Background: an optimization exercise with open tools, aiming at small area. Do not read the settings as production practice. The RTL was checked by simulation tests, not by an equivalence proof against the original design. Power is estimated from default activity; no workload was simulated. The clock port is modelled as an ideal driver; clocking choices that lean on that would not hold on a real chip.

Design vgax_core, start of the top module:
module vgax_core (
    input  wire        clk,
    input  wire        rst,        
    input  wire [2:0]  h_cmd,      
    input  wire [15:0] h_addr,
    input  wire [7:0]  h_wdata,
    output wire [31:0] h_rdata,
    output wire        h_ready,
    output wire        irq_v,
    output wire        irq_h,
    input  wire        iack,
    output wire        hsync,
    output wire        vsync,
    output wire [1:0]  color
);
Size in the first run: roughly 3,700 cells after synthesis, roughly 69 I/O pins.
export LEC_CHECK = 0
export CAP_MARGIN = 10
export CORE_MARGIN = 2
export CORE_UTILIZATION = 55
export SLEW_MARGIN = 10
create_clock -name core_clock -period 10.0 [get_ports {clk}]
standard.sh (not shown) runs the stock make flow with config.mk's settings and CLKGATE_MAP_FILE= SYNTH_SCRIPT=/design/flow/synth_recipe.tcl, a recipe that flattens the netlist after the stock synthesis.
==> flow/flow/run.sh <==
#!/bin/bash
# Layout flow: the standard flow, with
#  - the framebuffer port (module vgax_fbport: one-hot decode, write enables
#    and read mux) mapped by hand (gen_fbport.py) instead of by ABC;
#  - an area-oriented ABC mapping for the rest of the logic (same Yosys
#    script otherwise, so the registers are the standard synthesis's);
#  - a clock tree built from fewer, larger sink clusters, and small port
#    buffers.
set -euo pipefail
W=$(pwd)
F=$W/flow

python3 $F/gen_fbport.py > $W/fbport_gates.v

cat > $W/area_synth.tcl <<EOF
proc synth {args} { yosys synth -nofsm -noshare {*}\$args }
proc abc {args} {
  set i [lsearch -exact \$args -script]
  if {\$i >= 0} {
    set args [lreplace \$args [expr {\$i + 1}] [expr {\$i + 1}] $F/abc_area.script]
  }
  yosys abc {*}\$args
}
source \$::env(SCRIPTS_DIR)/synth.tcl
read_verilog -overwrite $W/fbport_gates.v
hierarchy -top \$::env(DESIGN_NAME)
# left out here: clear keep_hierarchy, flatten, clean up
yosys rename -hide {w:*\$func\$*}
set la {}
foreach f \$::env(LIB_FILES) { lappend la -liberty \$f }
tee -o \$::env(REPORTS_DIR)/synth_stat_final.txt stat {*}\$la
write_verilog -noattr -nohex -nodec \$::env(RESULTS_DIR)/1_2_yosys.v
EOF

CTS="-sink_clustering_enable -repair_clock_nets -dont_use_dummy_load"
CTS="$CTS -sink_clustering_size ${CTS_SIZE:-28} -sink_clustering_max_diameter ${CTS_DIAM:-110}"

bash $W/standard.sh SYNTH_SCRIPT=$W/area_synth.tcl SYNTH_KEEP_MODULES=vgax_fbport \
  "CTS_ARGS=$CTS" "BUFFER_PORTS_ARGS=-buffer_cell sky130_fd_sc_hd__buf_1" \
  ${STAGES:-finish} > $W/standard.log 2>&1
Other scripts of this flow, unchanged in this note and not shown: flow/flow/abc_area.script, flow/flow/gen_fbport.py
The baseline completed with no timing, DRC or antenna violations.
Change:
- CAP_MARGIN: 10 -> 20
- CORE_UTILIZATION: 55 -> 40
- SLEW_MARGIN: 10 -> 20
The changed run completed without violations; global-route usage shrinks by 8.6 points; power barely changes; via count goes down by about 1.3%; final cell count grows by about 12%; count of clock-buffer cells in the layout does not change; die area is higher by 37%; combinational power is about the same; core utilization fell by 16 points; design area climbs by 1.2%; critical path depth rises by 1.

========
Another version of the RTL of vgax_core (not shown whole).
For scale: ~3800 cells after synthesis, ~69 I/O pins, roughly 0.071 mm2 of cells after synthesis.
==> flow/design.v (excerpt) <==
module vgax_core (
    input  wire        clk,
    input  wire        rst,        
    input  wire [2:0]  h_cmd,      
    input  wire [15:0] h_addr,
    input  wire [7:0]  h_wdata,
    output wire [31:0] h_rdata,
    output wire        h_ready,
    output wire        irq_v,
    output wire        irq_h,
    input  wire        iack,
    output wire        hsync,
    output wire        vsync,
    output wire [1:0]  color
);
    localparam FB_SIZE = 240;
    localparam CMD_FBWR  = 3'd3;
    localparam CMD_START = 3'd6;
    localparam CMD_STOP  = 3'd7;
    reg [2:0]  vskip;    
    reg [7:0]  ep;       
    reg [1:0]  rep;
    reg [31:0] etn;      
    reg        run;
    reg        vpend;
    reg        hpend;
    reg [6:0]  hcnt;     
    reg [6:0]  lfsr;     
    localparam [6:0] LINE0  = 7'b1111111;
    localparam [6:0] LINE89 = 7'b0111101;
    reg        busy;     
    reg [1:0]  color_r;
    reg [7:0] fb [0:FB_SIZE-1];
    assign irq_v   = vpend;
    assign irq_h   = hpend;
    assign hsync   = !(run && hcnt < 7'd12);
    assign vsync   = !(run && lfsr[6:1] == 6'b111111);     
    assign h_ready = !rst && !busy && !iack;
    wire [7:0] adr      = busy ? ep : h_addr[7:0];
    wire       in_range = busy || (h_addr[15:8] == 8'd0);
    wire [8*FB_SIZE-1:0] fbq;
    wire [FB_SIZE-1:0]   we;
    wire [7:0]           rbyte;
    wire                 wr = h_ready && h_cmd == CMD_FBWR;
    genvar gi;
    generate
        for (gi = 0; gi < FB_SIZE; gi = gi + 1) begin : fbq_g
            assign fbq[8*gi +: 8] = fb[gi];
        end
    endgenerate
    vgax_fbport u_port (
        .adr(adr), .en(in_range), .wr(wr), .q(fbq), .rd(rbyte), .we(we)
    );
    assign h_rdata = {~etn[31:8] & {24{h_cmd[0]}}, h_cmd[0] ? ~etn[7:0] : rbyte};
    reg [1:0] smp;
    always @(*) begin
        case ({~hcnt[2], hcnt[1]})
            2'd0: smp = rbyte[7:6];
            2'd1: smp = rbyte[5:4];
            2'd2: smp = rbyte[3:2];
            default: smp = rbyte[1:0];
        endcase
    end
    assign color = color_r;
    wire       emit_smp = busy && (hcnt >= 7'd12) && (hcnt != 7'd108);
    wire h_tick  = run && (hcnt == 7'd127);
    wire v_tick  = h_tick && (lfsr == LINE89);
  ...
clock: 10.0 ns
lec_check: 0
cap_margin: 20
core_margin: 2
core_utilization: 40
slew_margin: 20
==> flow/flow/run.sh <==
#!/bin/bash
# Layout flow: the standard flow, with
#  - the framebuffer port (module vgax_fbport: one-hot decode, write enables
#    and read mux) mapped by hand (gen_fbport.py) instead of by ABC;
#  - an area-oriented ABC mapping for the rest of the logic (same Yosys
#    script otherwise, so the registers are the standard synthesis's);
#  - a clock tree built from fewer, larger sink clusters, and small port
#    buffers.
set -euo pipefail
W=$(pwd)
F=$W/flow

python3 $F/gen_fbport.py > $W/fbport_gates.v

cat > $W/area_synth.tcl <<EOF
proc synth {args} { yosys synth -nofsm -noshare {*}\$args }
proc abc {args} {
  set i [lsearch -exact \$args -script]
  if {\$i >= 0} {
    set args [lreplace \$args [expr {\$i + 1}] [expr {\$i + 1}] $F/abc_area.script]
  }
  yosys abc {*}\$args
}
source \$::env(SCRIPTS_DIR)/synth.tcl
read_verilog -overwrite $W/fbport_gates.v
hierarchy -top \$::env(DESIGN_NAME)
# left out here: clear keep_hierarchy, flatten, clean up
yosys rename -hide {w:*\$func\$*}
set la {}
foreach f \$::env(LIB_FILES) { lappend la -liberty \$f }
tee -o \$::env(REPORTS_DIR)/synth_stat_final.txt stat {*}\$la
write_verilog -noattr -nohex -nodec \$::env(RESULTS_DIR)/1_2_yosys.v
EOF

CTS="-sink_clustering_enable -repair_clock_nets -dont_use_dummy_load"
CTS="$CTS -sink_clustering_size ${CTS_SIZE:-30} -sink_clustering_max_diameter ${CTS_DIAM:-110}"

bash $W/standard.sh SYNTH_SCRIPT=$W/area_synth.tcl SYNTH_KEEP_MODULES=vgax_fbport \
  "CTS_ARGS=$CTS" "BUFFER_PORTS_ARGS=-buffer_cell sky130_fd_sc_hd__buf_1" \
  ${STAGES:-finish} > $W/standard.log 2>&1
Other scripts of this flow, unchanged in this note and not shown: flow/flow/abc_area.script, flow/flow/gen_fbport.py
==> next run, changes <==
--- a/flow/flow/run.sh
+++ b/flow/flow/run.sh
@@ -5,6 +5,6 @@
 #  - an area-oriented ABC mapping for the rest of the logic (same Yosys
 #    script otherwise, so the registers are the standard synthesis's);
-#  - a clock tree built from fewer, larger sink clusters, and small port
-#    buffers.
+#  - a clock tree built from fewer, larger sink clusters, small port
+#    buffers, and downsizing of non-critical cells after global routing.
 set -euo pipefail
 W=$(pwd)
@@ -37,4 +37,4 @@
 
 bash $W/standard.sh SYNTH_SCRIPT=$W/area_synth.tcl SYNTH_KEEP_MODULES=vgax_fbport \
-  "CTS_ARGS=$CTS" "BUFFER_PORTS_ARGS=-buffer_cell sky130_fd_sc_hd__buf_1" \
+  "CTS_ARGS=$CTS" "BUFFER_PORTS_ARGS=-buffer_cell sky130_fd_sc_hd__buf_1" RECOVER_POWER=100 \
   ${STAGES:-finish} > $W/standard.log 2>&1
=> This time the run finished but failed the layout checks on capacitance limit, slew limit; wire length hardly moves; total power stays flat; synthesized cell count stays the same; core utilization decreases by 0.12 points; die area does not change.
==> next run, changes <==
--- a/flow/flow/run.sh
+++ b/flow/flow/run.sh
@@ -5,6 +5,6 @@
 #  - an area-oriented ABC mapping for the rest of the logic (same Yosys
 #    script otherwise, so the registers are the standard synthesis's);
-#  - a clock tree built from fewer, larger sink clusters, small port
-#    buffers, and downsizing of non-critical cells after global routing.
+#  - a clock tree built from fewer, larger sink clusters, and small port
+#    buffers.
 set -euo pipefail
 W=$(pwd)
@@ -34,7 +34,7 @@
 
 CTS="-sink_clustering_enable -repair_clock_nets -dont_use_dummy_load"
-CTS="$CTS -sink_clustering_size ${CTS_SIZE:-30} -sink_clustering_max_diameter ${CTS_DIAM:-110}"
+CTS="$CTS -sink_clustering_size ${CTS_SIZE:-32} -sink_clustering_max_diameter ${CTS_DIAM:-110}"
 
 bash $W/standard.sh SYNTH_SCRIPT=$W/area_synth.tcl SYNTH_KEEP_MODULES=vgax_fbport \
-  "CTS_ARGS=$CTS" "BUFFER_PORTS_ARGS=-buffer_cell sky130_fd_sc_hd__buf_1" RECOVER_POWER=100 \
+  "CTS_ARGS=$CTS" "BUFFER_PORTS_ARGS=-buffer_cell sky130_fd_sc_hd__buf_1" \
   ${STAGES:-finish} > $W/standard.log 2>&1
After rerunning: The new run went through all stages and came out clean. Setup slack improved by 0.11 ns. Clock power falls by about 2%. Routed wire length stays flat. Count of clock-buffer cells in the layout went down by 4. Die area does not change.

## re-timing with driven ports
No port has a modelled driver above. Below, the same layouts with a new extraction and two added sets of constraints.
Step 1 assumes that a clkbuf_16 drives the clock port and a buf_2 every other input.
Step 2 also shifts input and output timing later by t, the mid clock arrival at the registers, as if the neighbouring blocks saw the same clock.
Three values: ideal, step 1, step 2; two values: the first two.
run	t, ns	setup slack, ns	worst setup path after step 2
the first run of note 1	0.756	0.280 / 0.250 / 0.250	input to output
the second run of note 1	0.776	0.832 / 0.806 / 0.806	input to output
the first run of note 2	0.792	0.464 / 0.434 / 0.434	input to output
the second run of note 2	0.787	0.391 / 0.360 / 0.360	input to output
the third run of note 2	0.779	0.496 / 0.466 / 0.466	input to output
For the second run of note 2, which loses most, drivers alone change the setup slack by -0.031 ns; drivers and shift together by -0.031 ns.
